From an optimization exercise on the open Yosys and OpenROAD flow, aimed at small area and a short achievable clock period; shortcuts taken in it are not production practice. Where RTL was checked, it was by simulation tests only, not by an equivalence proof against the original. Power and IR drop assume default switching activity.

## lrdcc
module lrdcc (
    input  wire        clk,
    input  wire        rst,        
    input  wire [6:0]  ev,         
    output wire        sc_valid,   
    output wire [32:0] sc_word,    
    output wire [7:0]  disp_out,
    output wire        act_up,
    output wire        act_dn
);
For scale: ~450 cells after synthesis, ~69 flip-flops, ~0.0039 mm² of cells after synthesis.
==> flow/config.mk <==
export PLATFORM = sky130hd
export DESIGN_NAME = lrdcc
export DESIGN_NICKNAME = lrdcc
export VERILOG_FILES = /design/flow/design.v
export SDC_FILE = /design/flow/constraint.sdc
export NUM_CORES = 4
export LEC_CHECK = 0
export CAP_MARGIN = 20
export CORE_MARGIN = 2
export CORE_UTILIZATION = 70
export SLEW_MARGIN = 20
==> flow/constraint.sdc <==
create_clock -name core_clock -period 110.0 [get_ports {clk}]
set_input_delay 22.0000 -clock core_clock [delete_from_list [all_inputs] [get_ports {clk}]]
set_output_delay 22.0000 -clock core_clock [all_outputs]
set_load 0.01 [all_outputs]
standard.sh (not shown) runs the stock make flow with config.mk's settings and CLKGATE_MAP_FILE= SYNTH_SCRIPT=/design/flow/synth_recipe.tcl, a recipe that flattens the netlist after the stock synthesis.
==> flow/flow/run.sh <==
#!/bin/bash
# The standard layout (standard.sh, standard synthesis unchanged) with
# buf_1 port buffers, a clock tree of clkbuf_4 without dummy loads, and the
# post-CTS and post-global-route timing repair aimed at a small setup margin
# above the design's own slack (paths above that margin are left alone).
set -uo pipefail
export BUFFER_PORTS_ARGS="-buffer_cell sky130_fd_sc_hd__buf_1"
export CTS_ARGS="-sink_clustering_enable -repair_clock_nets -buf_list sky130_fd_sc_hd__clkbuf_4 -root_buf sky130_fd_sc_hd__clkbuf_4 -sink_clustering_size 30 -dont_use_dummy_load"
bash standard.sh place > flow_place.log 2>&1 || exit 1
bash standard.sh SETUP_SLACK_MARGIN=${MARGIN:-86.9} finish > flow_finish.log 2>&1
rc=$?
cp orfs/logs/sky130hd/lrdcc/base/*.log . 2>/dev/null
exit $rc
Edit:
--- a/flow/flow/run.sh
+++ b/flow/flow/run.sh
@@ -9 +9 @@
-bash standard.sh place > flow_place.log 2>&1 || exit 1
+bash standard.sh SKIP_REPAIR_TIE_FANOUT=1 place > flow_place.log 2>&1 || exit 1
Result: Utilization came out lower by 1.2 points. Cell area came out lower by 1.7%. Hold slack loses 0.011 ns. Die area stays the same. Power hardly moves. Register-to-register slack gains 0.21 ns. Maximum frequency hardly moves. Via count came out lower by 2.8%. Final cell count came out lower by 2.9%. Clock skew came out lower by 0.0033 ns.
Edit:
==> flow/flow/run.sh (replaced) <==
#!/bin/bash
# The standard layout (standard.sh, standard synthesis unchanged) with:
# buf_1 port buffers; after placement, the resizer's power recovery
# downsizes cells where timing allows (flow/downsize.tcl); a clock tree of
# clkbuf_4 without dummy loads; and the post-CTS / post-global-route timing
# repair aimed at a setup margin just above the design's own slack.
set -uo pipefail
export BUFFER_PORTS_ARGS="-buffer_cell sky130_fd_sc_hd__buf_1"
export CTS_ARGS="-sink_clustering_enable -repair_clock_nets -buf_list sky130_fd_sc_hd__clkbuf_4 -root_buf sky130_fd_sc_hd__clkbuf_4 -sink_clustering_size 30 -dont_use_dummy_load"
bash standard.sh place > flow_place.log 2>&1 || exit 1
export RESULTS_DIR=$PWD/orfs/results/sky130hd/lrdcc/base
export PLATFORM_DIR=$FLOW_HOME/platforms/sky130hd
export LIB_FILE=$PLATFORM_DIR/lib/sky130_fd_sc_hd__tt_025C_1v80.lib
openroad -no_init -exit flow/downsize.tcl > downsize.log 2>&1 || exit 1
bash standard.sh SETUP_SLACK_MARGIN=86.9 finish > flow_finish.log 2>&1
rc=$?
cp orfs/logs/sky130hd/lrdcc/base/*.log . 2>/dev/null
exit $rc
==> flow/flow/downsize.tcl (new file) <==
# Downsize cells that synthesis sized up where timing allows (power
# recovery of the resizer), then legalize again.
read_liberty $::env(LIB_FILE)
read_db $::env(RESULTS_DIR)/3_place.odb
read_sdc $::env(RESULTS_DIR)/3_place.sdc
source $::env(PLATFORM_DIR)/setRC.tcl
set_dont_use [list sky130_fd_sc_hd__probe_p_8 sky130_fd_sc_hd__probec_p_8 sky130_fd_sc_hd__lpflow_*]
estimate_parasitics -placement
report_design_area
repair_timing -recover_power 100 -setup_margin 86.9 -verbose
report_design_area
detailed_placement
check_placement -verbose
write_db $::env(RESULTS_DIR)/3_place.odb
The changed run completed with no timing, DRC or antenna violations.
Die area is unchanged.
Via count climbs by a few percent.
Design area went up slightly.
Sequential power stays flat.
Critical path depth rises by 6.

Another version of the RTL of lrdcc (not shown whole).
For scale: about 69 flip-flops, about 53 I/O pins, ~3700 um^2 of cells after synthesis.
clock: 110.0 ns
lec_check: 0
cap_margin: 20
core_margin: 2
core_utilization: 70
place_density: 0.9
slew_margin: 20
==> flow/flow/run.sh <==
#!/bin/bash
# The standard layout (standard.sh, standard synthesis unchanged) with:
# buf_1 port buffers; one tie cell per constant value (no tie fan-out
# repair); after placement, the resizer's power recovery downsizes cells
# where timing allows (flow/downsize.tcl); a clock tree of clkbuf_4 without
# dummy loads; and the post-CTS / post-global-route timing repair aimed at
# a setup margin just above the design's own slack.
set -uo pipefail
export BUFFER_PORTS_ARGS="-buffer_cell sky130_fd_sc_hd__buf_1"
export CTS_ARGS="-sink_clustering_enable -repair_clock_nets -buf_list sky130_fd_sc_hd__clkbuf_4 -root_buf sky130_fd_sc_hd__clkbuf_4 -sink_clustering_size 30 -dont_use_dummy_load"
bash standard.sh SKIP_REPAIR_TIE_FANOUT=1 place > flow_place.log 2>&1 || exit 1
export RESULTS_DIR=$PWD/orfs/results/sky130hd/lrdcc/base
export PLATFORM_DIR=$FLOW_HOME/platforms/sky130hd
export LIB_FILE=$PLATFORM_DIR/lib/sky130_fd_sc_hd__tt_025C_1v80.lib
openroad -no_init -exit flow/downsize.tcl > downsize.log 2>&1 || exit 1
bash standard.sh SKIP_REPAIR_TIE_FANOUT=1 SETUP_SLACK_MARGIN=86.9 finish > flow_finish.log 2>&1
rc=$?
cp orfs/logs/sky130hd/lrdcc/base/*.log . 2>/dev/null
exit $rc
==> flow/flow/downsize.tcl <==
# Downsize cells that synthesis sized up where timing allows (power
# recovery of the resizer), then legalize again.
read_liberty $::env(LIB_FILE)
read_db $::env(RESULTS_DIR)/3_place.odb
read_sdc $::env(RESULTS_DIR)/3_place.sdc
source $::env(PLATFORM_DIR)/setRC.tcl
set_dont_use [list sky130_fd_sc_hd__probe_p_8 sky130_fd_sc_hd__probec_p_8 sky130_fd_sc_hd__lpflow_*]
estimate_parasitics -placement
report_design_area
repair_timing -recover_power 100 -setup_margin 86.9 -verbose
report_design_area
detailed_placement
check_placement -verbose
write_db $::env(RESULTS_DIR)/3_place.odb
The baseline passed the timing, design-rule and antenna checks.
Rerun with:
- CORE_UTILIZATION: 70 -> 85
- PLACE_DENSITY: 0.9 -> default
What happened: Critical path depth does not change. Cell area hardly moves. Utilization increases by 13 points. Global-route usage came out higher by 5.6 points. Clock-buffer cell count is unchanged. Total power went up by 0.72%. Worst setup slack gets better by 0.0097 ns. Wire length climbs by 1.6%.
Rerun with:
- CORE_UTILIZATION: 85 -> 70
Flip-flop and latch count does not change.
Die area goes up by 20%.
Maximum frequency is about the same.
Cell area is about the same.
Hold slack gets worse by 0.017 ns.

## run A
lrdcc, a different RTL version from the one above (not shown whole).
For scale: roughly 470 cells after synthesis, about 69 flip-flops, roughly 53 I/O pins, roughly 4000 um2 of cells after synthesis.
clock: 110.0 ns
lec_check: 0
cap_margin: 20
core_margin: 2
core_utilization: 70
slew_margin: 20
==> flow/flow/run.sh <==
#!/bin/bash
# Standard ORFS flow (the standard.sh, standard synthesis unchanged) with
# smaller port buffers and a smaller clock tree.
set -uo pipefail
export BUFFER_PORTS_ARGS="-buffer_cell sky130_fd_sc_hd__buf_1"
export CTS_ARGS="-sink_clustering_enable -repair_clock_nets -buf_list sky130_fd_sc_hd__clkbuf_4 -root_buf sky130_fd_sc_hd__clkbuf_4 -sink_clustering_size 30 -dont_use_dummy_load"
bash standard.sh SETUP_SLACK_MARGIN=87 finish > flow.log 2>&1
rc=$?
cp orfs/logs/sky130hd/lrdcc/base/*.log . 2>/dev/null
exit $rc
Run A went all the way through the flow, and no timing, DRC or antenna check failed.
### run A -> run B
==> flow/flow/run.sh <==
#!/bin/bash
# The standard layout (standard.sh, standard synthesis unchanged) with
# buf_1 port buffers, a clock tree of clkbuf_4 without dummy loads, and the
# post-CTS and post-global-route timing repair aimed at a small setup margin
# above the design's own slack (paths above that margin are left alone).
set -uo pipefail
export BUFFER_PORTS_ARGS="-buffer_cell sky130_fd_sc_hd__buf_1"
export CTS_ARGS="-sink_clustering_enable -repair_clock_nets -buf_list sky130_fd_sc_hd__clkbuf_4 -root_buf sky130_fd_sc_hd__clkbuf_4 -sink_clustering_size 30 -dont_use_dummy_load"
bash standard.sh place > flow_place.log 2>&1 || exit 1
bash standard.sh SETUP_SLACK_MARGIN=${MARGIN:-86.9} finish > flow_finish.log 2>&1
rc=$?
cp orfs/logs/sky130hd/lrdcc/base/*.log . 2>/dev/null
exit $rc
Run B vs. run A: synthesized cell count level; clock tree cell share of total cell area level; maximum frequency level; combinational share of power moved down; clock slew seen by the registers of the worst setup and hold paths moved down.
The higher worst-case reg-to-reg path depth of run A and run B is in run B.
In run B relative to run A, total via count in the routed design had gone down slightly.
Kind of critical path: in -> reg -> run B, reg -> out -> run A
### run B -> run C
==> flow/flow/run.sh <==
#!/bin/bash
# Standard ORFS flow (the standard.sh, standard synthesis unchanged) with
# smaller port buffers and a smaller clock tree.
set -uo pipefail
export BUFFER_PORTS_ARGS="-buffer_cell sky130_fd_sc_hd__buf_1"
export CTS_ARGS="-sink_clustering_enable -repair_clock_nets -buf_list sky130_fd_sc_hd__clkbuf_4 -root_buf sky130_fd_sc_hd__clkbuf_4 -sink_clustering_size 30 -dont_use_dummy_load"
bash standard.sh finish > flow.log 2>&1
rc=$?
cp orfs/logs/sky130hd/lrdcc/base/*.log . 2>/dev/null
exit $rc
## What came out
Run C against run B: non-clock buffer contribution to total cell area did not really move; met1 wire length did not really move; final-layout fill cell count went up. Between run C and run B, the hold slack figures differ only marginally. The faster design of the two is run B; run C tops out lower. Any difference in average routed wire per standard cell between run C and run B is small enough to ignore. Delta (run C minus run B): worst setup skew after layout level, portion of total power attributed to combinational logic did not really move, sequential share of layout area ~0 delta. On routed wire length, run C and run B are neck and neck.
No run of this note included a check of the RTL's function; only the layout flow was run.

what the ideal ports hide:
The results above use ideal ports. As a check the final layouts listed here were re-extracted and re-timed, cells and wires unchanged. Step 1, drivers: a clkbuf_16 drives clk and a buf_2 each remaining input, both assumed. Step 2 moves the port delays by t, midway between the first and last clock arrival at a register: inputs arrive t later, outputs are due t later. That takes back most of the time a late clock gives input paths. Slacks: ideal / step 1 / step 2; pairs: ideal / step 1.
run | shift t [ns] | slack for setup (ns) | worst setup path at the end | worst slew at a driven data input, ns | pins driven straight from the clock port
the first run of note 1 | 0.414 | 86.997 / 86.967 / 86.624 | input to register | 0.04 | 1
the second run of note 1 | 0.425 | 86.989 / 86.960 / 86.583 | input to register | 0.03 | 1
the third run of note 1 | 0.417 | 86.990 / 86.971 / 86.583 | input to register | 0.03 | 1
the first run of note 2 | 0.419 | 86.979 / 86.952 / 86.576 | input to register | 0.03 | 1
the second run of note 2 | 0.427 | 86.988 / 86.962 / 86.670 | input to register | 0.04 | 1
the third run of note 2 | 0.418 | 86.962 / 86.966 / 86.548 | input to register | 0.04 | 1
run A | 0.433 | 86.989 / 86.961 / 86.616 | input to register | 0.03 | 1
run B | 0.407 | 87.000 / 87.002 / 86.595 | input to register | 0.03 | 1
run C | 0.401 | 86.446 / 86.447 / 86.045 | input to register | 0.03 | 1
After both steps every run listed still meets setup and hold. The setup slack of the third run of note 2, which loses most, moves by +0.004 ns with the drivers and by -0.414 ns with both steps.
